This design comes from an exercise in tuning for small area, a short achievable clock period and few clock cycles per item on the open sky130 flow, not from production work.
Where RTL was checked, it was by simulation tests only, not by an equivalence proof against the original.
Only the layout flow was run in runs 1 to 3; the RTL was not checked for function there.
No activity file was given, so power comes from the tool's default toggle rates.

==> flow/design.v (outline; a module is shown in full before it is edited, if it fits) <==
// module conv3x3: 346 lines
// module c3_mac: 1563 lines
module conv3x3 (
    input  wire         clk,
    input  wire         rst,
    input  wire         cfg_we,
    input  wire [3:0]   cfg_addr,
    input  wire [31:0]  cfg_wdata,
    input  wire         in_valid,
    output wire         in_ready,
    input  wire [143:0] in_pix,
    input  wire [8:0]   in_mask,
    output wire         out_valid,
    input  wire         out_ready,
    output wire [15:0]  out_pix
);
  // ...
==> flow/flow/run.sh <==
#!/bin/bash
# The standard layout (standard.sh, unchanged synthesis), with two changes in how it
# is made: timing repair aims for 8 ns of extra setup slack, so the resizer keeps
# improving paths past the 12.5 ns constraint, and clock tree synthesis clusters more
# sinks per leaf buffer and inserts no dummy loads. Each tool's output is in standard.log.
set -o pipefail
bash standard.sh SETUP_SLACK_MARGIN=8 \
  "CTS_ARGS=-sink_clustering_enable -repair_clock_nets -sink_clustering_size 25 -sink_clustering_max_diameter 90 -dont_use_dummy_load" \
  finish > standard.log 2>&1
==> flow/standard.sh <==
#!/bin/bash
# synth_recipe.tcl (not shown) runs the flow's synth.tcl, then flattens the netlist and writes it again
# the make line also repeats each setting of config.mk as NAME=value (left out here)
make -C /OpenROAD-flow-scripts/flow DESIGN_CONFIG=/design/flow/config.mk WORK_HOME=/design/flow/orfs CLKGATE_MAP_FILE= SYNTH_SCRIPT=/design/flow/synth_recipe.tcl "${@:-finish}"
==> flow/config.mk <==
export PLATFORM = sky130hd
export DESIGN_NAME = conv3x3
export DESIGN_NICKNAME = conv3x3
export VERILOG_FILES = /design/flow/design.v
export SDC_FILE = /design/flow/constraint.sdc
export NUM_CORES = 4
export LEC_CHECK = 0
export CAP_MARGIN = 20
export CORE_MARGIN = 2
export CORE_UTILIZATION = 60
export SLEW_MARGIN = 20
==> flow/constraint.sdc <==
create_clock -name core_clock -period 12.5 [get_ports {clk}]
set_input_delay 2.5000 -clock core_clock [delete_from_list [all_inputs] [get_ports {clk}]]
set_output_delay 2.5000 -clock core_clock [all_outputs]
set_load 0.01 [all_outputs]
==> impl_metrics.csv, run 1 <==
group,metric,value,unit
power,swShare,46.5,%
layout,clock_buffers,49,
layout,seq_share,35.5,%
status,status,"complete, no violations",
worst_hold_path,hp-start,"dd[0][22]",
worst_setup_path,rr_startpoint,"acc_c[0]",
route,drcViolationCount,0,
layout,largest-register,"wt",
route,avgRoutedWirePerCell,25.1,um
synthesis,synth_compound_area_share,14.9,%
global_route,grt_pass1_wl,287000,um
worst_setup_path,path_depth,21,
power,powerSeq,4.88,mW
cts,insertion_delay,0.68,ns
place,place_congestion,0.993,
timing,setup_tns,0,ns
worst_setup_path,crit_start,"acc_c[0]",
timing,period_needed,5.00,ns
power,p_sw,9.52,mW
power,combPwrFrac,68.0,%
layout,inverters_excl_clock,707,
worst_setup_path,critical_path.max_stage_delay,0.45,ns
cts,cts_buffer_depth,3,
layout,bufAreaShareNonClock,6.19,%
layout,multi_input_area_share,50.6,%
synthesis,ys_async_sr_fraction,0,%
route,antenna_left,0,
global_route,met2_usage,56.5,%
power,comb_power,13.9,mW
cts,htree_levels,2,
synthesis,synthAdderAreaFrac,15.9,%
layout,largest_register_ffs,288,
synthesis,ys_ff_latch,919,
synthesis,synthTopCellsByArea,"edfxtp_1 (35%), fa_1 (10%), ha_1 (5.9%)",
==> run 2, diff against run 1 <==
==> flow/flow/run.sh (replaced) <==
#!/bin/bash
# The standard layout (standard.sh, unchanged synthesis), with two changes in how it
# is made: timing repair aims for 8.3 ns of extra setup slack, so the resizer keeps
# improving paths past the 12.5 ns constraint, and clock tree synthesis clusters more
# sinks per leaf buffer and inserts no dummy loads. Each tool's output is in standard.log.
set -o pipefail
bash standard.sh SETUP_SLACK_MARGIN=8.3 \
  "CTS_ARGS=-sink_clustering_enable -repair_clock_nets -sink_clustering_size 25 -sink_clustering_max_diameter 90 -dont_use_dummy_load" \
  finish > standard.log 2>&1
--- a/flow/config.mk
+++ b/flow/config.mk
@@ -8,4 +8,4 @@
 export CAP_MARGIN = 20
 export CORE_MARGIN = 2
-export CORE_UTILIZATION = 60
+export CORE_UTILIZATION = 70
 export SLEW_MARGIN = 20
==> impl_metrics.csv, run 2 <==
group,metric,value,unit
route,drt-total-wl,216000,um
cts,insertion_delay,0.70,ns
floorplan,coreArea,91700,sq um
layout,multi_input_area,39500,sq um
global_route,grt-ovfl-total,0,
synthesis,yosysSeqAreaShare,40.0,%
layout,largest-register,"wt",
worst_setup_path,cp-start-kind,"register",
floorplan,num_rows,111,
timing,setup_viol,0,
timing,rsz0062_at_grt,"true",
timing,max_freq,192,MHz
layout,area_growth,19.9,%
layout,drive_gt1_share,21.8,%
global_route,antenna_found_initial,17,
layout,utilization,84.8,%
timing,period_needed,5.22,ns
power,peakVddDrop,242,uV
synthesis,synthCells,6139,
worst_setup_path,cp.required,12.95,ns
global_route,grt_pass1_vias,50334,
timing,final.setup.worst_slack,7.28,ns
timing,relSlewSlack,7.38,%
cts,htree_levels,2,
timing,fin_skew,0.0732,ns
synthesis,ys_ff_latch,919,
cts,cts_buffers,48,
synthesis,synth_area,64800,sq um
floorplan,start_util,70.7,%
layout,largest_register_ffs,288,
place,placed_area,68100,sq um
layout,largestRegisters,"wt (288), dd (70), rem (70)",
place,dpl_worst_slack,6.49,ns
synthesis,synth_edf_count,749,
cts,cts_buffer_depth,3,
layout,fin_area,77700,sq um
power,power.total,23.2,mW
worst_setup_path,cp_cell_sequence,"inv_1 > ha_4 > a211oi_4 > o21ai_2 > o2111ai_2 > nand3b_1 > xnor2_4 > or3_4 > or4_4 > buf_6 > nor4_4 > nand4_1 > nor4_2 > and4_1 > a311oi_1 > a32o_1",
layout,final_cells,7674,
synthesis,synth_nets,6961,
route,antenna_left,0,
route,vias,53006,
timing,worst_slew_pin_slew,1.38,ns
timing,slew_viol_final,0,
power,p_leak,31.2,nW
floorplan,fp.dieW,308,um
synthesis,synthTopCellsByArea,"edfxtp_1 (35%), fa_1 (10%), ha_1 (5.9%)",
route,avgRoutedWirePerCell,28.2,um
timing,hold_violations,0,
timing,setup_tns,0,ns
global_route,grt_use_total,40.7,%
place,place_congestion,1.02,
cts,tritoncts,"built",
synthesis,yosysUniqueCellTypes,97,
timing,fin_crit_sh,41.8,%
worst_setup_path,crit_path_max_fanout,6,
worst_setup_path,critPathArrivalTime,5.67,ns
place,io_buffer_count,211,
power,power.density,299,nW/um^2
layout,final_cell_mix,"edfxtp_1 (749), inv_1 (674), a22oi_1 (321), fa_1 (290), nor2_1 (271)",
cts,cts_sinks,919,
layout,mostFrequentLayoutCell,"edfxtp_1",
synthesis,synth_top_area_share,34.7,%
worst_setup_path,slowest_stage,"or4_4",
timing,whs,0.471,ns
cts,root_buffer,"clkbuf_16",
route,drcViolationCount,0,
floorplan,die_area,95000,sq um
worst_hold_path,hold_path_class,"reg2reg",
synthesis,synth_warnings,9,
synthesis,ys_async_sr_fraction,0,%
floorplan,io_pins,212,
synthesis,yosys.area.top_type,"edfxtp_1",
place,dpl.hpwl,140000,um
status,status,"complete, no violations",
route,vias_per_cell,6.91,
layout,seq_area,25900,sq um
worst_setup_path,crit_type,"reg2reg",
synthesis,synth_ff_type,"edfxtp_1",
floorplan,fp.dieH,308,um
route,firstDrtPassIters,10,
worst_setup_path,worstSetupEndpointType,"register",
synthesis,yosysMostFrequentCell,"edfxtp_1",
global_route,grt_max_degree,75,
worst_setup_path,critical_path.max_stage_delay,0.58,ns
global_route,grt_pass1_wl,294000,um
cts,path_clk_slew,0.11,ns
run,timing.max_cap.violations,0,
synthesis,synth_commonest_cells,"edfxtp_1 (749), inv_1 (706), a22oi_1 (393), fa_1 (324), ha_1 (304)",
layout,fill_cells,4694,
layout,nets,7301,
route,drt_iter0_markers,7120,
place,dp.cells,7274,
synthesis,syn_avg_cell_area,10.6,sq um
run 2: cell counts after synthesis:
No cell type changed its count.
run 2: power by group:
group	total [mW]	switching (mW)	leakage (nW)	internal (mW)
Combinational	16.7	9.58	22.3	7.08
Clock	1.68	0.995	0.592	0.685
Sequential	4.90	0.349	8.29	4.56
Total	23.2	10.9	31.2	12.3
run 2: worst max-delay path: cells and delay by family, from the launching register on:
family	cells	cell delay [ns]
simple gates	7	2.60
compound gates	5	1.14
flops	1	0.43
buf+inv	2	0.31
xor+xnor	1	0.28
fa+ha+maj	1	0.24
run 2: kinds of logic after synthesis:
logic type / Yosys count / share of synthesized area [%]
and+or+nand+nor: 1158 / 8.84
muxes: 345 / 6.20
adders and majority gates: 628 / 15.9
DFF: 919 / 40.0
xor gates and xnor gates: 600 / 8.12
AOI/OAI and AO/OA: 1438 / 14.9
buffers and inverters: 1051 / 6.11
run 2: final timing paths:
check	from	endpoint	slack, ns	cells past startpoint
hold reg to reg	dd[0][2]	dd[0][2]	0.47	2
setup / recovery	acc_c[1]	s2_n[33]	7.28	16
hold / removal	dd[0][2]	dd[0][2]	0.47	2
setup reg to reg	acc_c[1]	s2_n[33]	7.28	16
run 2: layout make-up:
type / instances / share of cell area (%)
tap: 1186 / 1.91
inverter: 707 / 3.42
clock buffer: 48 / 1.55
multi-input combinational: 4169 / 50.9
sequential: 919 / 33.3
timing repair buffer: 634 / 8.88
antenna: 11 / 0.0354
run 2: what timing repair did:
item                       in CTS  in global routing
pin swaps                     112                309
resized for setup             448                593
hold buffers                    0                  0
gates cloned                   20                 19
buffers inserted              131                169
setup endpoints to repair     309                335
run 2: layer usage:
layer  vias to the layer above  track usage, %  part of all wire (%)
li1                      22333               -                     -
met1                     25674            50.3                    34
met2                      3892            66.6                    47
met3                      1097            8.99                    11
met4                        10            22.7                   7.9
met5                         -               0                 0.031
==> module conv3x3, before the edit <==
module conv3x3 (
    input  wire         clk,
    input  wire         rst,
    input  wire         cfg_we,
    input  wire [3:0]   cfg_addr,
    input  wire [31:0]  cfg_wdata,
    input  wire         in_valid,
    output wire         in_ready,
    input  wire [143:0] in_pix,
    input  wire [8:0]   in_mask,
    output wire         out_valid,
    input  wire         out_ready,
    output wire [15:0]  out_pix
);
    localparam SW = 52;      
    localparam DM = 35;      
    localparam QW = 34;      
    localparam K_TOT = 2'd0;
    localparam K_WS  = 2'd1;
    localparam K_PIX = 2'd2;
    localparam D_IDLE = 2'd0;
    localparam D_ITER = 2'd1;
    localparam D_FIN  = 2'd2;
    reg [31:0] wt [0:8];
    reg [31:0] divisor;
    reg [31:0] threshold;
    reg        div_auto;
    reg        dyn_div;
    reg        lane16;
    integer n;
    always @(posedge clk) begin
        if (cfg_we) begin
            case (cfg_addr)
                4'd9:    divisor   <= cfg_wdata;
                4'd10:   threshold <= cfg_wdata;
                4'd11:   begin
                             div_auto <= cfg_wdata[0];
                             dyn_div  <= cfg_wdata[1];
                             lane16   <= cfg_wdata[2];
                         end
                default: begin
                             for (n = 0; n < 9; n = n + 1)
                                 if (cfg_addr == n) wt[n] <= cfg_wdata;
                         end
            endcase
        end
    end
    reg        active;        
    reg [1:0]  ph;            
    reg [3:0]  jj;            
    reg        cd_ok;         
    reg        in_ready_r;
    reg        dig_v;
    reg [1:0]  dig_kind;
    reg [1:0]  dig_am;        
    reg        dig_last;
    reg        dig_usew;
    reg [8:0]  d_one, d_two, d_neg;
    reg          acc_done;
    reg [1:0]    acc_kind;
    reg          acc_usew;
    reg [SW-1:0] acc_s, acc_c;
    reg          s2_v, s2_half;    
    reg [50:0]   s2_n;       
    reg          s2_sneg;
    reg [DM-1:0] s2_d;
    reg          s2_dneg;
    reg [DM-1:0] cd_r;
    reg          cd_neg;
    reg [35:0]   tot_r;             
    reg [15:0]   out_r;
    reg          out_v;
    wire [3:0] jtop      = lane16 ? 4'd7 : 4'd3;
    wire       clipped   = ~&in_mask;
    wire       need_wsum = dyn_div & clipped;
    wire prep;
    wire acc_s2   = acc_done & (((acc_kind == K_PIX) & ~acc_usew) | ((acc_kind == K_WS) & acc_usew));
    wire s2_free  = (~s2_v & ~s2_half) | prep;
    wire blocked  = acc_s2 & ~s2_free;
    wire cpa_go   = acc_done & ~blocked;
    wire csa_go   = dig_v & ~blocked;
    wire dig_free = ~dig_v | ~blocked;
    wire [1:0] cur_ph   = active ? ph : (~cd_ok ? K_TOT : clipped ? K_WS : K_PIX);
    wire [3:0] cur_j    = active ? jj : jtop;
    wire       cur_last = (cur_ph == K_PIX) & (cur_j == 4'd0);
    wire       issue    = cur_last ? (in_ready_r & in_valid) : ((active | in_valid) & dig_free);
    reg [8:0]  p_one, p_two, p_neg;
    reg [16:0] pad;
    reg [2:0]  bb;
    integer k;
    always @(*) begin
        for (k = 0; k < 9; k = k + 1) begin
            pad = lane16 ? {~in_pix[16*k+15], in_pix[16*k+8 +: 7], in_pix[16*k +: 8], 1'b0}
                         : {8'd0, ~in_pix[16*k+7], in_pix[16*k +: 7], 1'b0};
            case (cur_ph)
                K_TOT:   bb = 3'b010;
                K_WS:    bb = {1'b0, in_mask[k], 1'b0};
                default: bb = in_mask[k] ? pad[2*cur_j +: 3] : 3'b000;
            endcase
            p_one[k] = bb[1] ^ bb[0];
            p_two[k] = (bb[2] & ~bb[1] & ~bb[0]) | (~bb[2] & bb[1] & bb[0]);
            p_neg[k] = bb[2] & ~(bb[1] & bb[0]);
        end
    end
    reg        active_n;
    reg [1:0]  ph_n;
    reg [3:0]  jj_n;
    always @(*) begin
        active_n = active;
        ph_n     = ph;
        jj_n     = jj;
        if (issue) begin
            active_n = 1'b1;
            case (cur_ph)
                K_TOT: begin ph_n = clipped ? K_WS : K_PIX; jj_n = jtop; end
                K_WS:  begin ph_n = K_PIX; jj_n = jtop; end
                default: begin
                    ph_n = K_PIX;
                    jj_n = cur_j - 4'd1;
                    if (cur_j == 4'd0) active_n = 1'b0;
                end
            endcase
        end
    end
    wire [287:0] wflat = {wt[8], wt[7], wt[6], wt[5], wt[4], wt[3], wt[2], wt[1], wt[0]};
    reg  [SW-1:0] as4, ac4;
    always @(*) begin
        case (dig_am)
            2'd0:    begin as4 = {SW{1'b0}};                  ac4 = {SW{1'b0}}; end
            2'd1:    begin as4 = {acc_s[SW-3:0], 2'b00};       ac4 = {acc_c[SW-3:0], 2'b00}; end
            2'd2:    begin as4 = {acc_s[SW-2:0], 1'b0};        ac4 = {acc_c[SW-2:0], 1'b0}; end
            default: begin as4 = {{(SW-37){tot_r[35]}}, tot_r, 1'b0}; ac4 = {SW{1'b0}}; end
        endcase
    end
    wire [SW-1:0] ra, rb;
    c3_mac u_mac (.one(d_one), .two(d_two), .neg(d_neg), .w(wflat), .as(as4), .ac(ac4), .ra(ra), .rb(rb));
    wire [SW-1:0] racc    = acc_s + acc_c;
    wire [SW-1:0] rm1     = acc_s + acc_c + {SW{1'b1}};
    wire          tot_div = (acc_kind == K_TOT) && !div_auto;
    wire [SW-1:0] dsx     = {{(SW-32){divisor[31]}}, divisor};
    wire          abs_neg = tot_div ? divisor[31] : racc[SW-1];
    wire [SW-1:0] abs_out = tot_div ? (divisor[31] ? (~dsx + 1'b1) : dsx) :
                            (racc[SW-1] ? ~rm1 : racc);
    wire          acc_zero = &(~((acc_s ^ acc_c) ^ {(acc_s[SW-2:0] | acc_c[SW-2:0]), 1'b0}));
    wire          abs_zero = tot_div ? ~|divisor : acc_zero;
    wire [DM-1:0] abs_d   = {abs_out[DM-1:1], abs_out[0] | abs_zero};
    wire [31:0] T = threshold;
    wire t_small8  = (T[31:9] == 23'd0)  | (&T[31:8]);
    wire t_small16 = (T[31:17] == 15'd0) | (&T[31:16]);
    reg  [1:0] msel;       
    always @(posedge clk) msel <= lane16 ? (t_small16 ? 2'd1 : 2'd2) : (t_small8 ? 2'd0 : 2'd2);
    reg [50:0] nrot;
    always @(*) begin
        case (msel)
            2'd0:    nrot = {abs_out[8:0],  abs_out[50:9]};
            2'd1:    nrot = {abs_out[16:0], abs_out[50:17]};
            default: nrot = {abs_out[33:0], abs_out[50:34]};
        endcase
    end
    reg [41:0]   nhi;     
    reg [QW-1:0] nlo;     
    reg [5:0]    kit;     
    always @(*) begin
        case (msel)
            2'd0:    begin nhi = s2_n[41:0];           nlo = s2_n[50:17] & {{9{1'b1}}, 25'd0};  kit = 6'd7;  end
            2'd1:    begin nhi = {8'd0, s2_n[33:0]};   nlo = s2_n[50:17] & {{17{1'b1}}, 17'd0}; kit = 6'd15; end
            default: begin nhi = {25'd0, s2_n[16:0]};  nlo = s2_n[50:17];                         kit = 6'd32; end
        endcase
    end
    wire ovf = (nhi >= {7'd0, s2_d});
    reg          pin, pout;           
    reg [1:0]    dst  [0:1];
    reg [5:0]    dcnt [0:1];
    reg [DM-1:0] rem  [0:1];
    reg [QW-1:0] nq   [0:1];
    reg [DM-1:0] dd   [0:1];
    reg          qneg [0:1];
    reg          sat  [0:1];
    wire fin0 = (dst[0] == D_FIN) & ~pout & ~out_v;
    wire fin1 = (dst[1] == D_FIN) &  pout & ~out_v;
    reg  prep0, prep1;
    assign prep = prep0 | prep1;
    wire [DM-1:0] rin0 = prep0 ? nhi[DM-1:0] : rem[0];
    wire [QW-1:0] qin0 = prep0 ? nlo : nq[0];
    wire [DM-1:0] din0 = prep0 ? s2_d : dd[0];
    wire [DM:0]   t0   = {rin0, qin0[QW-1]} - {1'b0, din0};
    wire          q0   = ~t0[DM];
    wire [DM-1:0] r0   = q0 ? t0[DM-1:0] : {rin0[DM-2:0], qin0[QW-1]};
    wire [DM-1:0] rin1 = prep1 ? nhi[DM-1:0] : rem[1];
    wire [QW-1:0] qin1 = prep1 ? nlo : nq[1];
    wire [DM-1:0] din1 = prep1 ? s2_d : dd[1];
    wire [DM:0]   t1   = {rin1, qin1[QW-1]} - {1'b0, din1};
    wire          q1   = ~t1[DM];
    wire [DM-1:0] r1   = q1 ? t1[DM-1:0] : {rin1[DM-2:0], qin1[QW-1]};
    wire [QW-1:0] fq   = pout ? nq[1] : nq[0];
    wire          fneg = pout ? qneg[1] : qneg[0];
    wire          fsat = pout ? sat[1] : sat[0];
    wire [15:0]   lanemax = lane16 ? 16'hffff : 16'h00ff;
    wire [35:0]   tx   = {{4{T[31]}}, T} ^ {36{fneg}};
    wire [35:0]   vx   = tx + {2'b00, fq};
    wire [35:0]   vsum = vx ^ {36{fneg}};
    wire          v_hi = lane16 ? (|vsum[34:16]) : (|vsum[34:8]);
    wire [15:0]   clamped = fsat ? (fneg ? 16'd0 : lanemax) :
                            vsum[35] ? 16'd0 :
                            v_hi ? lanemax : (vsum[15:0] & lanemax);
    reg       dig_v_n, acc_done_n, acc_usew_n, s2_v_n, s2_half_n, out_v_n, pin_n, pout_n;
    reg [1:0] acc_kind_n, dst0_n, dst1_n, dst0_np, dst1_np;
    always @(*) begin
        dig_v_n = issue | (dig_v & blocked);
        acc_done_n = acc_done;
        acc_kind_n = acc_kind;
        acc_usew_n = acc_usew;
        if (csa_go) begin
            acc_done_n = dig_last;
            acc_kind_n = dig_kind;
            acc_usew_n = dig_usew;
        end else if (cpa_go) begin
            acc_done_n = 1'b0;
        end
        s2_v_n    = s2_v & ~prep;
        s2_half_n = s2_half;
        if (cpa_go && acc_kind == K_PIX) begin
            s2_half_n = 1'b0;
            s2_v_n    = 1'b1;
        end
        if (cpa_go && acc_kind == K_WS && acc_usew)
            s2_half_n = 1'b1;
        out_v_n = (out_v & ~out_ready) | fin0 | fin1;
        pout_n  = pout ^ (fin0 | fin1);
        pin_n   = pin ^ prep;
        dst0_np = dst[0];
        if (dst[0] == D_ITER && dcnt[0] == 6'd0) dst0_np = D_FIN;
        if (fin0) dst0_np = D_IDLE;
        dst1_np = dst[1];
        if (dst[1] == D_ITER && dcnt[1] == 6'd0) dst1_np = D_FIN;
        if (fin1) dst1_np = D_IDLE;
        dst0_n = prep0 ? (ovf ? D_FIN : D_ITER) : dst0_np;
        dst1_n = prep1 ? (ovf ? D_FIN : D_ITER) : dst1_np;
    end
    wire free0_n  = (dst0_np == D_IDLE) | ((dst0_np == D_FIN) & ~pout_n & ~out_v_n);
    wire free1_n  = (dst1_np == D_IDLE) | ((dst1_np == D_FIN) &  pout_n & ~out_v_n);
    wire prep0_n  = s2_v_n & ~pin_n & free0_n;
    wire prep1_n  = s2_v_n &  pin_n & free1_n;
    wire       s2_free_n = (~s2_v_n & ~s2_half_n) | prep0_n | prep1_n;
    wire       blocked_n = acc_done_n & (((acc_kind_n == K_PIX) & ~acc_usew_n) | ((acc_kind_n == K_WS) & acc_usew_n)) & ~s2_free_n;
    wire       is_last_n = active_n & (ph_n == K_PIX) & (jj_n == 4'd0);
    wire       in_ready_n = is_last_n & (~dig_v_n | ~blocked_n);
    always @(posedge clk) begin
        if (rst) begin
            active     <= 1'b0;
            in_ready_r <= 1'b0;
            cd_ok      <= 1'b0;
            dig_v      <= 1'b0;
            acc_done   <= 1'b0;
            s2_v       <= 1'b0;
            s2_half    <= 1'b0;
            dst[0]     <= D_IDLE;
            dst[1]     <= D_IDLE;
            out_v      <= 1'b0;
            pin        <= 1'b0;
            pout       <= 1'b0;
            prep0      <= 1'b0;
            prep1      <= 1'b0;
        end else begin
            active     <= active_n;
            ph         <= ph_n;
            jj         <= jj_n;
            in_ready_r <= in_ready_n;
            if (cfg_we) cd_ok <= 1'b0;
            else if (issue && cur_ph == K_TOT) cd_ok <= 1'b1;
            dig_v      <= dig_v_n;
            acc_done   <= acc_done_n;
            acc_kind   <= acc_kind_n;
            acc_usew   <= acc_usew_n;
            s2_v       <= s2_v_n;
            s2_half    <= s2_half_n;
            dst[0]     <= dst0_n;
            dst[1]     <= dst1_n;
            out_v      <= out_v_n;
            pin        <= pin_n;
            pout       <= pout_n;
            prep0      <= prep0_n;
            prep1      <= prep1_n;
        end
    end
    always @(posedge clk) begin
        if (issue) begin
            d_one     <= p_one;
            d_two     <= p_two;
            d_neg     <= p_neg;
            dig_kind  <= cur_ph;
            dig_am    <= (cur_ph != K_PIX) ? 2'd0 : (cur_j != jtop) ? 2'd1 : active ? 2'd2 : 2'd3;
            dig_last  <= (cur_ph != K_PIX) || (cur_j == 4'd0);
            dig_usew  <= need_wsum;
        end
        if (csa_go) begin
            acc_s    <= ra;
            acc_c    <= rb;
        end
        if (cpa_go) begin
            case (acc_kind)
                K_PIX: begin
                    s2_n    <= nrot;
                    s2_sneg <= abs_neg;
                    if (!acc_usew) begin
                        s2_d    <= cd_r;
                        s2_dneg <= cd_neg;
                    end
                end
                K_WS: begin
                    if (acc_usew) begin
                        s2_d    <= abs_d;
                        s2_dneg <= abs_neg;
                    end
                end
                default: begin
                    cd_r   <= abs_d;
                    cd_neg <= abs_neg;
                    tot_r  <= racc[35:0];
                end
            endcase
        end
        rem[0]  <= r0;
        dcnt[0] <= prep0 ? kit : dcnt[0] - 6'd1;
        if (prep0 || dst[0] == D_ITER)
            nq[0]   <= {qin0[QW-2:0], q0};
        if (prep0) begin
            dd[0]   <= s2_d;
            qneg[0] <= s2_sneg ^ s2_dneg;
            sat[0]  <= ovf;
        end
        rem[1]  <= r1;
        dcnt[1] <= prep1 ? kit : dcnt[1] - 6'd1;
        if (prep1 || dst[1] == D_ITER)
            nq[1]   <= {qin1[QW-2:0], q1};
        if (prep1) begin
            dd[1]   <= s2_d;
            qneg[1] <= s2_sneg ^ s2_dneg;
            sat[1]  <= ovf;
        end
        if (fin0 || fin1) out_r <= clamped;
    end
    assign in_ready  = in_ready_r;
    assign out_valid = out_v;
    assign out_pix   = out_r;
endmodule
==> run 3, diff against run 2 <==
--- a/flow/design.v
+++ b/flow/design.v
@@ -135,6 +135,6 @@
     wire [SW-1:0] ra, rb;
     c3_mac u_mac (.one(d_one), .two(d_two), .neg(d_neg), .w(wflat), .as(as4), .ac(ac4), .ra(ra), .rb(rb));
-    wire [SW-1:0] racc    = acc_s + acc_c;
-    wire [SW-1:0] rm1     = acc_s + acc_c + {SW{1'b1}};
+    wire [SW-1:0] racc, rm1;
+    c3_cadd u_cadd (.a(acc_s), .b(acc_c), .r(racc), .rm1(rm1));
     wire          tot_div = (acc_kind == K_TOT) && !div_auto;
     wire [SW-1:0] dsx     = {{(SW-32){divisor[31]}}, divisor};
@@ -198,5 +198,6 @@
     wire [15:0]   lanemax = lane16 ? 16'hffff : 16'h00ff;
     wire [35:0]   tx   = {{4{T[31]}}, T} ^ {36{fneg}};
-    wire [35:0]   vx   = tx + {2'b00, fq};
+    wire [35:0]   vx;
+    c3_add36 u_fadd (.a(tx), .b({2'b00, fq}), .s(vx));
     wire [35:0]   vsum = vx ^ {36{fneg}};
     wire          v_hi = lane16 ? (|vsum[34:16]) : (|vsum[34:8]);
@@ -345,4 +346,62 @@
     assign out_pix   = out_r;
 endmodule
+module c3_cadd (
+    input  wire [51:0] a,
+    input  wire [51:0] b,
+    output wire [51:0] r,
+    output wire [51:0] rm1
+);
+    wire [51:0] x = ~(a ^ b);
+    wire [51:0] y = {a[50:0] | b[50:0], 1'b0};
+    wire [51:0] p = x ^ y;
+    wire [51:0] g = x & y;
+    wire [51:0] gl [0:6];
+    wire [51:0] pl [0:6];
+    assign gl[0] = g;
+    assign pl[0] = p;
+    genvar l, i;
+    generate
+        for (l = 0; l < 6; l = l + 1) begin : lv
+            for (i = 0; i < 52; i = i + 1) begin : bt
+                if (i >= (1 << l)) begin : cb
+                    assign gl[l+1][i] = gl[l][i] | (pl[l][i] & gl[l][i - (1 << l)]);
+                    assign pl[l+1][i] = pl[l][i] & pl[l][i - (1 << l)];
+                end else begin : pb
+                    assign gl[l+1][i] = gl[l][i];
+                    assign pl[l+1][i] = pl[l][i];
+                end
+            end
+        end
+    endgenerate
+    wire [51:0] c0 = {gl[6][50:0], 1'b0};
+    wire [51:0] c1 = {gl[6][50:0] | pl[6][50:0], 1'b1};
+    assign rm1 = p ^ c0;
+    assign r   = p ^ c1;
+endmodule
+module c3_add36 (
+    input  wire [35:0] a,
+    input  wire [35:0] b,
+    output wire [35:0] s
+);
+    wire [35:0] gl [0:6];
+    wire [35:0] pl [0:6];
+    assign gl[0] = a & b;
+    assign pl[0] = a ^ b;
+    genvar l, i;
+    generate
+        for (l = 0; l < 6; l = l + 1) begin : lv
+            for (i = 0; i < 36; i = i + 1) begin : bt
+                if (i >= (1 << l)) begin : cb
+                    assign gl[l+1][i] = gl[l][i] | (pl[l][i] & gl[l][i - (1 << l)]);
+                    assign pl[l+1][i] = pl[l][i] & pl[l][i - (1 << l)];
+                end else begin : pb
+                    assign gl[l+1][i] = gl[l][i];
+                    assign pl[l+1][i] = pl[l][i];
+                end
+            end
+        end
+    endgenerate
+    assign s = pl[0] ^ {gl[6][34:0], 1'b0};
+endmodule
 module c3_mac (
     input  wire [8:0]   one,
==> flow/flow/run.sh (replaced) <==
#!/bin/bash
# The standard layout (standard.sh, unchanged synthesis), with two changes in how it
# is made: timing repair aims for 8 ns of extra setup slack, so the resizer keeps
# improving paths past the 12.5 ns constraint, and clock tree synthesis clusters more
# sinks per leaf buffer and inserts no dummy loads. Each tool's output is in standard.log.
set -o pipefail
bash standard.sh SETUP_SLACK_MARGIN=8 \
  "CTS_ARGS=-sink_clustering_enable -repair_clock_nets -sink_clustering_size 25 -sink_clustering_max_diameter 90 -dont_use_dummy_load" \
  finish > standard.log 2>&1
--- a/flow/config.mk
+++ b/flow/config.mk
@@ -8,4 +8,4 @@
 export CAP_MARGIN = 20
 export CORE_MARGIN = 2
-export CORE_UTILIZATION = 70
+export CORE_UTILIZATION = 60
 export SLEW_MARGIN = 20
==> impl_metrics.csv, run 3 <==
group,metric,value,unit
status,status,"complete, no violations",
layout,fill_cells,8665,
synthesis,yosysSeqAreaShare,38.8,%
synthesis,yosysUniqueCellTypes,112,
synthesis,yosys.area.top_type,"edfxtp_1",
worst_setup_path,cp-start-kind,"register",
route,firstDrtPassIters,9,
worst_hold_path,hp-start,"dd[0][6]",
worst_setup_path,critPathArrivalTime,5.18,ns
worst_setup_path,worstSetupEndpoint,"out_r[4]",
route,drt-total-wl,204000,um
place,io_buffer_count,211,
floorplan,io_pins,212,
layout,largestRegisters,"wt (288), dd (70), rem (70)",
worst_setup_path,crit_type,"reg2reg",
floorplan,start_util,60.4,%
synthesis,ys_async_sr_fraction,0,%
worst_setup_path,rr_startpoint,"pout",
route,drt_iter0_markers,6098,
timing,relSlewSlack,24.9,%
timing,whs,0.469,ns
worst_hold_path,hold_path_class,"reg2reg",
power,power.density,319,nW/um^2
power,peakVddDrop,219,uV
synthesis,synthCells,6501,
cts,cts_sinks,919,
timing,worst_slew_pin_slew,1.12,ns
worst_setup_path,worstSetupEndpointType,"register",
global_route,grt-ovfl-total,0,
worst_hold_path,whs_path_depth,2,
timing,setup_tns,0,ns
synthesis,synth_edf_count,749,
synthesis,synth_area,66700,sq um
layout,largest_register_ffs,288,
timing,fin_skew,0.0656,ns
layout,mostFrequentLayoutCell,"inv_1",
worst_setup_path,cp.required,12.92,ns
worst_setup_path,crit_start,"pout",
route,antenna_left,0,
timing,max_freq,210,MHz
power,p_leak,30.0,nW
timing,slew_viol_final,0,
synthesis,ys_ff_latch,919,
timing,period_needed,4.76,ns
floorplan,fp.dieW,337,um
timing,fin_crit_sh,38.1,%
layout,nets,7456,
synthesis,synth_top_area_share,33.7,%
timing,hold_violations,0,
global_route,grt_pass1_vias,49668,
route,vias,51480,
layout,final_cell_mix,"inv_1 (828), edfxtp_1 (749), a22oi_1 (383), fa_1 (322), nand2_1 (320)",
synthesis,synthTopCellsByArea,"edfxtp_1 (34%), fa_1 (9.8%), ha_1 (5.7%)",
place,place_congestion,0.973,
timing,rsz0062_at_grt,"true",
global_route,antenna_found_initial,10,
cts,cts_buffers,49,
run,timing.max_cap.violations,0,
cts,htree_levels,2,
global_route,grt_max_degree,93,
synthesis,synth_warnings,11,
global_route,grt_use_total,34.8,%
synthesis,syn_avg_cell_area,10.3,sq um
cts,root_buffer,"clkbuf_16",
place,dpl.hpwl,150000,um
route,drcViolationCount,0,
cts,hold_buffers,0,
cts,tritoncts,"built",
floorplan,coreArea,111000,sq um
route,vias_per_cell,6.33,
synthesis,synth_nets,7323,
worst_setup_path,crit_path_max_fanout,8,
floorplan,die_area,114000,sq um
layout,area_growth,12.5,%
global_route,grt_pass1_wl,302000,um
synthesis,yosysMostFrequentCell,"inv_1",
cts,cts_buffer_depth,3,
synthesis,synth_commonest_cells,"inv_1 (837), edfxtp_1 (749), a22oi_1 (387), nand2_1 (335)",
cts,path_clk_slew,0.10,ns
layout,drive_gt1_share,13.8,%
floorplan,num_rows,122,
cts,insertion_delay,0.68,ns
floorplan,fp.dieH,337,um
timing,setup_viol,0,
layout,largest-register,"wt",
worst_setup_path,reg2reg_slack,7.74,ns
route,avgRoutedWirePerCell,25.1,um
worst_setup_path,timing.rr.end,"out_r[4]",
synthesis,synth_ff_type,"edfxtp_1",
worst_setup_path,rr_worst_depth,18,
run 3: changes by cell type in the layout (fill, tap and decap cells not counted), sizes merged, moves of 26 or more:
cell	delta
buf	-172
xnor2	-92
nand2	+56
o21ai	+63
inv	+131
nor3	+34
nand3	+69
mux2i	+30
o221ai	+26
run 3: layout make-up:
cell class	instances	area, sq um	share of cell area, %
clock buffer	49	1230	1.63
inverter	840	3160	4.21
tap	1488	1860	2.48
antenna	7	17.5	0.0233
sequential	919	25900	34.5
timing repair buffer	452	4610	6.14
multi-input combinational	4372	38300	51.0
run 3: power by group:
group          switching, mW  leakage [nW]  internal, mW
Clock                  0.992         0.604         0.698
Combinational           10.2          21.1          7.05
Sequential             0.274          8.30          4.69
Total                   11.5          30.0          12.4
run 3: critical path, cell delays in order (launching register included):
cell and delay (ns):
dfxtp_4 0.41, buf_12 0.13, mux2i_4 0.33, buf_12 0.20, xnor2_1 0.16, ha_1 0.32, a2111oi_4 0.33, o21a_1 0.26
o31ai_4 0.12, buf_4 0.17, a211oi_2 0.28, o311ai_0 0.19, a21o_1 0.25, or4b_1 0.55, a22oi_2 0.21, a41oi_2 0.18
o31ai_4 0.11, buf_12 0.18, o311ai_2 0.10
run 3: how the worst min path moves through the flow:
| stage | endpoint | slack, ns |
|---|---|---|
| after floorplan | acc_c[0] | 0.42 |
| after global placement | dd[1][5] | 0.44 |
| after detailed placement | dd[1][5] | 0.45 |
| after CTS | dd[0][5] | 0.47 |
| after global routing | dd[1][14] | 0.50 |
| final | dd[0][6] | 0.47 |
run 3: routing by layer:
metal | share of wire, % | up-vias | wire length, um | track usage [%]
li1 | - | 23281 | - | -
met1 | 41 | 25421 | 82600 | 47.2
met2 | 47 | 2302 | 96100 | 57.2
met3 | 7.6 | 476 | 15500 | 4.86
met4 | 4.7 | 0 | 9510 | 12.6
met5 | 0 | - | 0 | 0
run 3: repair_timing:
| action | CTS | global route |
|---|---|---|
| setup buffers | 65 | 69 |
| endpoints found under the setup margin | 285 | 192 |
| gates resized for setup | 241 | 227 |
| pin swaps | 36 | 65 |
| cloned | 12 | 11 |
run 3: stage by stage:
step,utilization (%),worst slack [ns],cell area [sq um],total power [mW],std cells
2_1_floorplan,-,7.67,67000,15.0,6501
3_3_place_gp,63.5,6.43,70100,19.3,7912
3_5_place_dp,63.5,6.45,70100,19.6,7912
4_1_cts,66.3,7.92,73200,22.2,8038
5_1_grt,67.9,7.64,75100,25.4,8121
6_report,67.9,7.74,75100,23.9,8127
run 3: cell families (layout without fill, tap and decap cells):
logic type,count (synthesis),after routing,synth area share [%]
flip-flops,919,919,38.8
other,0,7,0
multiplexers,378,378,6.71
AND/OR/NAND/NOR,1336,1336,9.94
XOR/XNOR,514,514,6.77
AO/OA/AOI/OAI,1514,1516,15.3
adder cells (fa/ha/maj),628,628,15.4
buffers and inverters,1212,1341,7.05
==> run 4, diff against run 3 <==
--- a/flow/design.v
+++ b/flow/design.v
@@ -135,14 +135,14 @@
     wire [SW-1:0] ra, rb;
     c3_mac u_mac (.one(d_one), .two(d_two), .neg(d_neg), .w(wflat), .as(as4), .ac(ac4), .ra(ra), .rb(rb));
-    wire [SW-1:0] racc, rm1;
-    c3_cadd u_cadd (.a(acc_s), .b(acc_c), .r(racc), .rm1(rm1));
+    wire [SW-1:0] racc    = acc_s + acc_c;
+    wire [SW-1:0] rm1     = acc_s + acc_c + {SW{1'b1}};
+    wire          acc_neg = racc[SW-1];
+    wire [SW-1:0] acc_abs = acc_neg ? ~rm1 : racc;
     wire          tot_div = (acc_kind == K_TOT) && !div_auto;
-    wire [SW-1:0] dsx     = {{(SW-32){divisor[31]}}, divisor};
-    wire          abs_neg = tot_div ? divisor[31] : racc[SW-1];
-    wire [SW-1:0] abs_out = tot_div ? (divisor[31] ? (~dsx + 1'b1) : dsx) :
-                            (racc[SW-1] ? ~rm1 : racc);
-    wire          acc_zero = &(~((acc_s ^ acc_c) ^ {(acc_s[SW-2:0] | acc_c[SW-2:0]), 1'b0}));
-    wire          abs_zero = tot_div ? ~|divisor : acc_zero;
-    wire [DM-1:0] abs_d   = {abs_out[DM-1:1], abs_out[0] | abs_zero};
+    wire [31:0]   dabs    = divisor[31] ? (~divisor + 1'b1) : divisor;
+    wire          abs_neg = tot_div ? divisor[31] : acc_neg;
+    wire [DM-1:0] abs_mag = tot_div ? {3'd0, dabs} : acc_abs[DM-1:0];
+    wire          abs_zero = tot_div ? ~|divisor : ~|racc;
+    wire [DM-1:0] abs_d   = {abs_mag[DM-1:1], abs_mag[0] | abs_zero};
     wire [31:0] T = threshold;
     wire t_small8  = (T[31:9] == 23'd0)  | (&T[31:8]);
@@ -153,7 +153,7 @@
     always @(*) begin
         case (msel)
-            2'd0:    nrot = {abs_out[8:0],  abs_out[50:9]};
-            2'd1:    nrot = {abs_out[16:0], abs_out[50:17]};
-            default: nrot = {abs_out[33:0], abs_out[50:34]};
+            2'd0:    nrot = {acc_abs[8:0],  acc_abs[50:9]};
+            2'd1:    nrot = {acc_abs[16:0], acc_abs[50:17]};
+            default: nrot = {acc_abs[33:0], acc_abs[50:34]};
         endcase
     end
@@ -198,6 +198,5 @@
     wire [15:0]   lanemax = lane16 ? 16'hffff : 16'h00ff;
     wire [35:0]   tx   = {{4{T[31]}}, T} ^ {36{fneg}};
-    wire [35:0]   vx;
-    c3_add36 u_fadd (.a(tx), .b({2'b00, fq}), .s(vx));
+    wire [35:0]   vx   = tx + {2'b00, fq};
     wire [35:0]   vsum = vx ^ {36{fneg}};
     wire          v_hi = lane16 ? (|vsum[34:16]) : (|vsum[34:8]);
@@ -303,5 +302,5 @@
                 K_PIX: begin
                     s2_n    <= nrot;
-                    s2_sneg <= abs_neg;
+                    s2_sneg <= acc_neg;
                     if (!acc_usew) begin
                         s2_d    <= cd_r;
@@ -346,62 +345,4 @@
     assign out_pix   = out_r;
 endmodule
-module c3_cadd (
-    input  wire [51:0] a,
-    input  wire [51:0] b,
-    output wire [51:0] r,
-    output wire [51:0] rm1
-);
-    wire [51:0] x = ~(a ^ b);
-    wire [51:0] y = {a[50:0] | b[50:0], 1'b0};
-    wire [51:0] p = x ^ y;
-    wire [51:0] g = x & y;
-    wire [51:0] gl [0:6];
-    wire [51:0] pl [0:6];
-    assign gl[0] = g;
-    assign pl[0] = p;
-    genvar l, i;
-    generate
-        for (l = 0; l < 6; l = l + 1) begin : lv
-            for (i = 0; i < 52; i = i + 1) begin : bt
-                if (i >= (1 << l)) begin : cb
-                    assign gl[l+1][i] = gl[l][i] | (pl[l][i] & gl[l][i - (1 << l)]);
-                    assign pl[l+1][i] = pl[l][i] & pl[l][i - (1 << l)];
-                end else begin : pb
-                    assign gl[l+1][i] = gl[l][i];
-                    assign pl[l+1][i] = pl[l][i];
-                end
-            end
-        end
-    endgenerate
-    wire [51:0] c0 = {gl[6][50:0], 1'b0};
-    wire [51:0] c1 = {gl[6][50:0] | pl[6][50:0], 1'b1};
-    assign rm1 = p ^ c0;
-    assign r   = p ^ c1;
-endmodule
-module c3_add36 (
-    input  wire [35:0] a,
-    input  wire [35:0] b,
-    output wire [35:0] s
-);
-    wire [35:0] gl [0:6];
-    wire [35:0] pl [0:6];
-    assign gl[0] = a & b;
-    assign pl[0] = a ^ b;
-    genvar l, i;
-    generate
-        for (l = 0; l < 6; l = l + 1) begin : lv
-            for (i = 0; i < 36; i = i + 1) begin : bt
-                if (i >= (1 << l)) begin : cb
-                    assign gl[l+1][i] = gl[l][i] | (pl[l][i] & gl[l][i - (1 << l)]);
-                    assign pl[l+1][i] = pl[l][i] & pl[l][i - (1 << l)];
-                end else begin : pb
-                    assign gl[l+1][i] = gl[l][i];
-                    assign pl[l+1][i] = pl[l][i];
-                end
-            end
-        end
-    endgenerate
-    assign s = pl[0] ^ {gl[6][34:0], 1'b0};
-endmodule
 module c3_mac (
     input  wire [8:0]   one,
==> impl_metrics.csv, run 4 <==
group,metric,value,unit
status,status,"complete, no violations",
synthesis,synthCells,5856,
timing,fin_skew,0.0550,ns
layout,final_cell_mix,"edfxtp_1 (749), inv_1 (607), a22oi_1 (380), fa_1 (322)",
timing,period_needed,4.75,ns
floorplan,die_area,108000,sq um
synthesis,synth_nets,6627,
layout,fill_cells,8053,
timing,slew_viol_final,0,
synthesis,yosysSeqAreaShare,41.0,%
route,vias,46099,
cts,cts_buffers,48,
layout,drive_gt1_share,14.7,%
synthesis,synth_edf_count,749,
synthesis,synth_area,63200,sq um
place,place_congestion,1.11,
synthesis,syn_avg_cell_area,10.8,sq um
layout,mostFrequentLayoutCell,"edfxtp_1",
global_route,antenna_found_initial,5,
timing,relSlewSlack,24.4,%
cts,cts_buffer_depth,3,
worst_setup_path,worstSetupEndpointType,"register",
timing,max_freq,211,MHz
route,firstDrtPassIters,6,
synthesis,synth_warnings,9,
worst_setup_path,rr_startpoint,"pout",
layout,largest_register_ffs,288,
cts,htree_levels,2,
place,dpl.hpwl,140000,um
layout,largestRegisters,"wt (288), dd (70), rem (70)",
synthesis,synth_commonest_cells,"edfxtp_1 (749), inv_1 (614), a22oi_1 (383), fa_1 (324), a21oi_1 (303)",
global_route,grt-ovfl-total,0,
timing,fin_crit_sh,38.0,%
floorplan,fp.dieH,328,um
cts,cts_sinks,919,
timing,hold_violations,0,
place,dp.cells,7214,
power,p_seq_share,23.7,%
worst_setup_path,cp.required,12.92,ns
power,clockPowerShare,8.0,%
timing,setup_tns,0,ns
floorplan,coreArea,105000,sq um
layout,seq_area,25900,sq um
timing,whs,0.467,ns
power,power.internal,11.1,mW
synthesis,ys_async_sr_fraction,0,%
worst_setup_path,rr_worst_depth,18,
synthesis,yosysMostFrequentCell,"edfxtp_1",
synthesis,yosys.area.top_type,"edfxtp_1",
synthesis,ys_ff_latch,919,
power,combPwrFrac,68.3,%
layout,final_cells,7452,
route,avgRoutedWirePerCell,25.0,um
worst_setup_path,crit_type,"reg2reg",
timing,rsz0062_at_grt,"true",
worst_setup_path,crit_start,"pout",
worst_setup_path,crit_path_max_fanout,34,
cts,path_clk_slew,0.08,ns
floorplan,num_rows,119,
worst_setup_path,cp-start-kind,"register",
worst_setup_path,reg2reg_slack,7.75,ns
layout,area_growth,13.4,%
synthesis,synth_top_area_share,35.6,%
route,antenna_left,0,
layout,multi_input_area,35600,sq um
timing,worst_slew_pin_slew,1.13,ns
floorplan,start_util,60.2,%
route,drt_iter0_markers,4302,
global_route,grt_max_degree,102,
worst_setup_path,timing.rr.end,"out_r[13]",
floorplan,io_pins,212,
cts,root_buffer,"clkbuf_16",
timing,setup_viol,0,
synthesis,synthTopCellsByArea,"edfxtp_1 (36%), fa_1 (10%), dfxtp_1 (5.4%)",
global_route,grt_pass1_vias,45639,
cts,tritoncts,"built",
worst_setup_path,worstSetupEndpoint,"out_r[13]",
worst_setup_path,critPathArrivalTime,5.17,ns
cts,insertion_delay,0.70,ns
power,power.density,290,nW/um^2
synthesis,yosysUniqueCellTypes,101,
global_route,grt_use_total,33.7,%
route,vias_per_cell,6.19,
place,io_buffer_count,211,
route,drcViolationCount,0,
run,timing.max_cap.violations,0,
route,drt-total-wl,186000,um
power,p_sw,9.65,mW
layout,nets,6831,
worst_hold_path,hold_path_class,"reg2reg",
power,p_leak,28.2,nW
synthesis,synth_ff_type,"edfxtp_1",
floorplan,fp.dieW,328,um
global_route,grt_pass1_wl,276000,um
power,peakVddDrop,309,uV
power,swShare,46.4,%
layout,largest-register,"wt",
[run 4: routing by layer]
layer	routed length, um	track usage [%]
met2	87700	54.6
met5	12	0
met3	11900	4.18
met1	77100	45.8
met4	9590	14.7
[run 4: timing repair]
action / 4_1_cts / 5_1_grt
gates cloned: 10 / 9
gates resized for setup: 216 / 177
buffers inserted: 88 / 79
setup endpoints to repair: 343 / 213
hold buffers: 0 / 0
pin swaps: 34 / 59
[run 4: through the flow]
step	cell area (sq um)	setup slack (ns)	utilization, %	power [mW]
floorplan	63300	7.67	-	13.2
global placement	66600	6.31	63.5	17.0
detailed placement	66600	6.31	63.5	17.1
CTS	70000	7.79	66.8	19.6
global route	71600	7.60	68.3	22.2
finish	71600	7.75	68.3	20.8
[run 4: power by group through the flow]
stage / sequential, mW / combinational (mW) / clock (mW)
floorplan: 4.84 / 8.41 / 0
global placement: 4.97 / 12.0 / 0
detailed placement: 4.99 / 12.2 / 0
CTS: 4.90 / 13.0 / 1.68
global route: 4.97 / 15.4 / 1.77
finish: 4.92 / 14.2 / 1.66
[run 4: worst min path at each step]
stage | end | start | cells past startpoint | slack, ns
after floorplan | acc_c[0] | d_neg[8] | 0 | 0.42
after global placement | dd[1][3] | dd[1][3] | 2 | 0.44
after detailed placement | dd[0][28] | dd[0][28] | 2 | 0.45
after CTS | dd[0][28] | dd[0][28] | 2 | 0.47
after global routing | dd[0][28] | dd[0][28] | 2 | 0.48
final | dd[0][28] | dd[0][28] | 2 | 0.47
[run 4: layout make-up]
type | instances | area share (%)
multi-input combinational | 4010 | 49.8
tap | 1391 | 2.43
antenna | 3 | 0.0105
clock buffer | 48 | 1.68
sequential | 919 | 36.2
inverter | 615 | 3.25
timing repair buffer | 466 | 6.70
[run 4: cells by family after synthesis]
logic type	count (synthesis)	synth area share (%)
compound gates	1389	14.8
fa+ha+maj	577	15.3
mux	366	6.69
xor+xnor	563	7.86
buf+inv	928	5.56
simple gates	1114	8.81
flops	919	41.0
[run 4: critical path, cell delays in order, from the launching register on]
cell	delay [ns]
dfxtp_4	0.36
buf_12	0.17
o21ai_1	0.38
ha_2	0.29
inv_2	0.04
fa_2	0.34
nor2b_2	0.14
o2111ai_2	0.15
and3_4	0.20
o31ai_4	0.23
a2111o_1	0.32
buf_4	0.17
nand2_1	0.07
xnor2_1	0.15
nor4_1	0.23
and4_1	0.23
nand4b_1	0.23
a211o_4	0.46
o311a_1	0.35
Testbench counts of run 4, summed over its fixed seeds: cycles 30,821, items 4,096.
==> run 5, diff against run 4 <==
--- a/flow/config.mk
+++ b/flow/config.mk
@@ -9,3 +9,4 @@
 export CORE_MARGIN = 2
 export CORE_UTILIZATION = 60
+export PLACE_DENSITY = 0.75
 export SLEW_MARGIN = 20
==> impl_metrics.csv, run 5 <==
group,metric,value,unit
worst_hold_path,hold_path_class,"reg2reg",
floorplan,num_rows,119,
floorplan,start_util,60.2,%
place,placed_area,66600,sq um
cts,tritoncts,"built",
floorplan,fp.dieH,328,um
layout,fin_area,72100,sq um
place,place_congestion,1.04,
route,vias,46819,
global_route,grt_max_degree,89,
route,drcViolationCount,0,
synthesis,synth_commonest_cells,"edfxtp_1 (749), inv_1 (614), a22oi_1 (383), fa_1 (324), a21oi_1 (303)",
route,vias_per_cell,6.26,
layout,largest_register_ffs,288,
power,combPwrFrac,68.9,%
synthesis,synth_ff_type,"edfxtp_1",
synthesis,yosysUniqueCellTypes,101,
layout,utilization,68.7,%
layout,largestRegisters,"wt (288), dd (70), rem (70)",
synthesis,ys_async_sr_fraction,0,%
power,power.internal,11.3,mW
global_route,grt_pass1_vias,46718,
synthesis,synthCells,5856,
synthesis,synth_warnings,9,
run,timing.max_cap.violations,0,
global_route,grt-ovfl-total,0,
floorplan,die_area,108000,sq um
global_route,antenna_found_initial,7,
synthesis,ys_ff_latch,919,
floorplan,fp.dieW,328,um
floorplan,io_pins,212,
synthesis,synth_nets,6627,
synthesis,yosys.area.top_type,"edfxtp_1",
worst_setup_path,critPathArrivalTime,5.18,ns
cts,htree_levels,2,
timing,setup_tns,0,ns
cts,root_buffer,"clkbuf_16",
route,drt_iter0_markers,4845,
timing,period_needed,4.81,ns
cts,insertion_delay,0.68,ns
power,swShare,46.3,%
place,io_buffer_count,211,
floorplan,coreArea,105000,sq um
layout,largest-register,"wt",
route,drt-total-wl,185000,um
layout,fill_cells,7815,
layout,mostFrequentLayoutCell,"edfxtp_1",
synthesis,yosysMostFrequentCell,"edfxtp_1",
worst_setup_path,crit_type,"reg2reg",
status,status,"complete, no violations",
synthesis,synthTopCellsByArea,"edfxtp_1 (36%), fa_1 (10%), dfxtp_1 (5.4%)",
power,power.density,292,nW/um^2
synthesis,yosysSeqAreaShare,41.0,%
layout,nets,6855,
worst_setup_path,crit_path_max_fanout,5,
timing,fin_skew,0.0726,ns
synthesis,syn_avg_cell_area,10.8,sq um
timing,hold_violations,0,
timing,rsz0062_at_grt,"true",
layout,area_growth,14.1,%
worst_setup_path,cp-start-kind,"register",
power,p_seq_share,23.4,%
power,clockPowerShare,7.8,%
synthesis,synth_top_area_share,35.6,%
timing,relSlewSlack,20.2,%
power,p_sw,9.73,mW
cts,path_clk_slew,0.10,ns
synthesis,synth_area,63200,sq um
cts,cts_buffer_depth,3,
power,peakVddDrop,309,uV
timing,fin_crit_sh,38.5,%
timing,worst_slew_pin_slew,1.19,ns
cts,cts_sinks,919,
power,p_leak,28.4,nW
timing,max_freq,208,MHz
route,antenna_left,0,
power,power.total,21.0,mW
worst_setup_path,cp.required,12.87,ns
global_route,grt_pass1_wl,277000,um
timing,slew_viol_final,0,
layout,final_cell_mix,"edfxtp_1 (749), inv_1 (607), a22oi_1 (380), fa_1 (322), xor2_1 (274)",
layout,drive_gt1_share,15.4,%
route,avgRoutedWirePerCell,24.7,um
worst_setup_path,worstSetupEndpointType,"register",
cts,cts_buffers,47,
global_route,grt_use_total,33.5,%
synthesis,synth_edf_count,749,
route,firstDrtPassIters,6,
timing,setup_viol,0,
place,dpl.hpwl,137000,um
[run 5: worst max-delay path, stage by stage, from the launching register on]
cell	delay, ns
edfxtp_1	0.47
mux2i_4	0.23
buf_12	0.16
xnor2_4	0.11
ha_2	0.20
inv_2	0.04
fa_2	0.37
nor2b_4	0.13
o2111ai_2	0.14
and3_4	0.20
o31ai_4	0.25
a31oi_4	0.14
xnor2_2	0.15
or4_1	0.52
mux2_4	0.28
o41a_1	0.36
a211o_4	0.35
buf_12	0.14
o311a_1	0.30
[run 5: power groups by stage]
stage               clock network, mW  registers [mW]  logic (mW)
detailed placement                  0            4.99        12.2
global route                     1.75            4.96        15.7
global placement                    0            4.97        12.0
floorplan                           0            4.84        8.41
CTS                              1.66            4.91        13.2
finish                           1.63            4.91        14.5
[run 5: metrics by stage]
step | std cells | setup slack (ns) | hold slack, ns
finish | 7477 | 7.69 | 0.469
global route | 7476 | 7.58 | 0.492
CTS | 7366 | 7.72 | 0.473
detailed placement | 7216 | 6.72 | 0.449
global placement | 7215 | 6.82 | 0.442
floorplan | 5856 | 7.67 | 0.424
[run 5: what timing repair did]
action	in CTS	in global routing
setup buffers	94	101
hold buffers	0	0
gates resized for setup	214	207
pin swaps	51	73
cloned	9	6
hold endpoints to repair	0	0
endpoints found under the setup margin	344	259
[run 5: final cells by class]
type	instances	area (sq um)	area share [%]
diodes	4	10.0	0.0139
multi-input cells	4009	35800	49.7
repair buffers	491	5100	7.07
flip-flops and latches	919	25900	36.0
well taps	1391	1740	2.42
inverters	615	2320	3.22
clock buffers	47	1180	1.63
repair inverters	1	5.00	0.00695
[run 5: worst paths after layout]
kind                  from        to  slack, ns  cells past startpoint
hold / removal    dd[0][9]  dd[0][9]       0.47                      2
setup reg to reg   qneg[1]  out_r[8]       7.69                     18
hold reg to reg   dd[0][9]  dd[0][9]       0.47                      2
setup / recovery   qneg[1]  out_r[8]       7.69                     18
[run 5: cell families (layout without fill, tap and decap cells)]
family	Yosys count	count (layout)	synth area share, %
buf+inv	928	1154	5.56
mux	366	366	6.69
xor+xnor	563	563	7.86
other cells	0	4	0
flops	919	919	41.0
fa+ha+maj	577	577	15.3
simple gates	1114	1114	8.81
compound gates	1389	1389	14.8
[run 5: metal layers]
layer	GRT usage, %	vias to the layer above	part of all wire, %
li1	-	21322	-
met1	44.1	23211	40
met2	57.0	1884	49
met3	3.82	398	6.5
met4	13.0	4	4.5
met5	0	-	0.015

==> port drivers added, routing unchanged <==
The flow's constraints put no driver on any port. The routed layouts listed below were extracted and timed again, unchanged, in two steps. Step 1, drivers: a clkbuf_16 drives clk and a buf_2 each remaining input, both assumed. Step 2 also shifts input and output timing later by t, the mid clock arrival at the registers, as if the neighbouring blocks saw the same clock. Slacks: ideal ports / drivers / drivers and shift; pairs: ideal ports / drivers.
run	shift t [ns]	setup WS [ns]	worst register clock-pin slew, ns	pins driven straight from the clock port
run 1	0.722	7.496 / 7.496 / 7.383	0.11 / 0.11	1
run 2	0.744	7.281 / 7.281 / 7.281	0.11 / 0.11	1
run 3	0.736	7.742 / 7.742 / 7.397	0.11 / 0.11	1
run 4	0.742	7.754 / 7.754 / 7.338	0.11 / 0.11	1
run 5	0.720	7.690 / 7.690 / 7.279	0.10 / 0.10	1
After both steps every run listed still meets setup and hold. For run 4, which loses most, drivers alone change the setup slack by 0.000 ns; drivers and shift together by -0.416 ns.
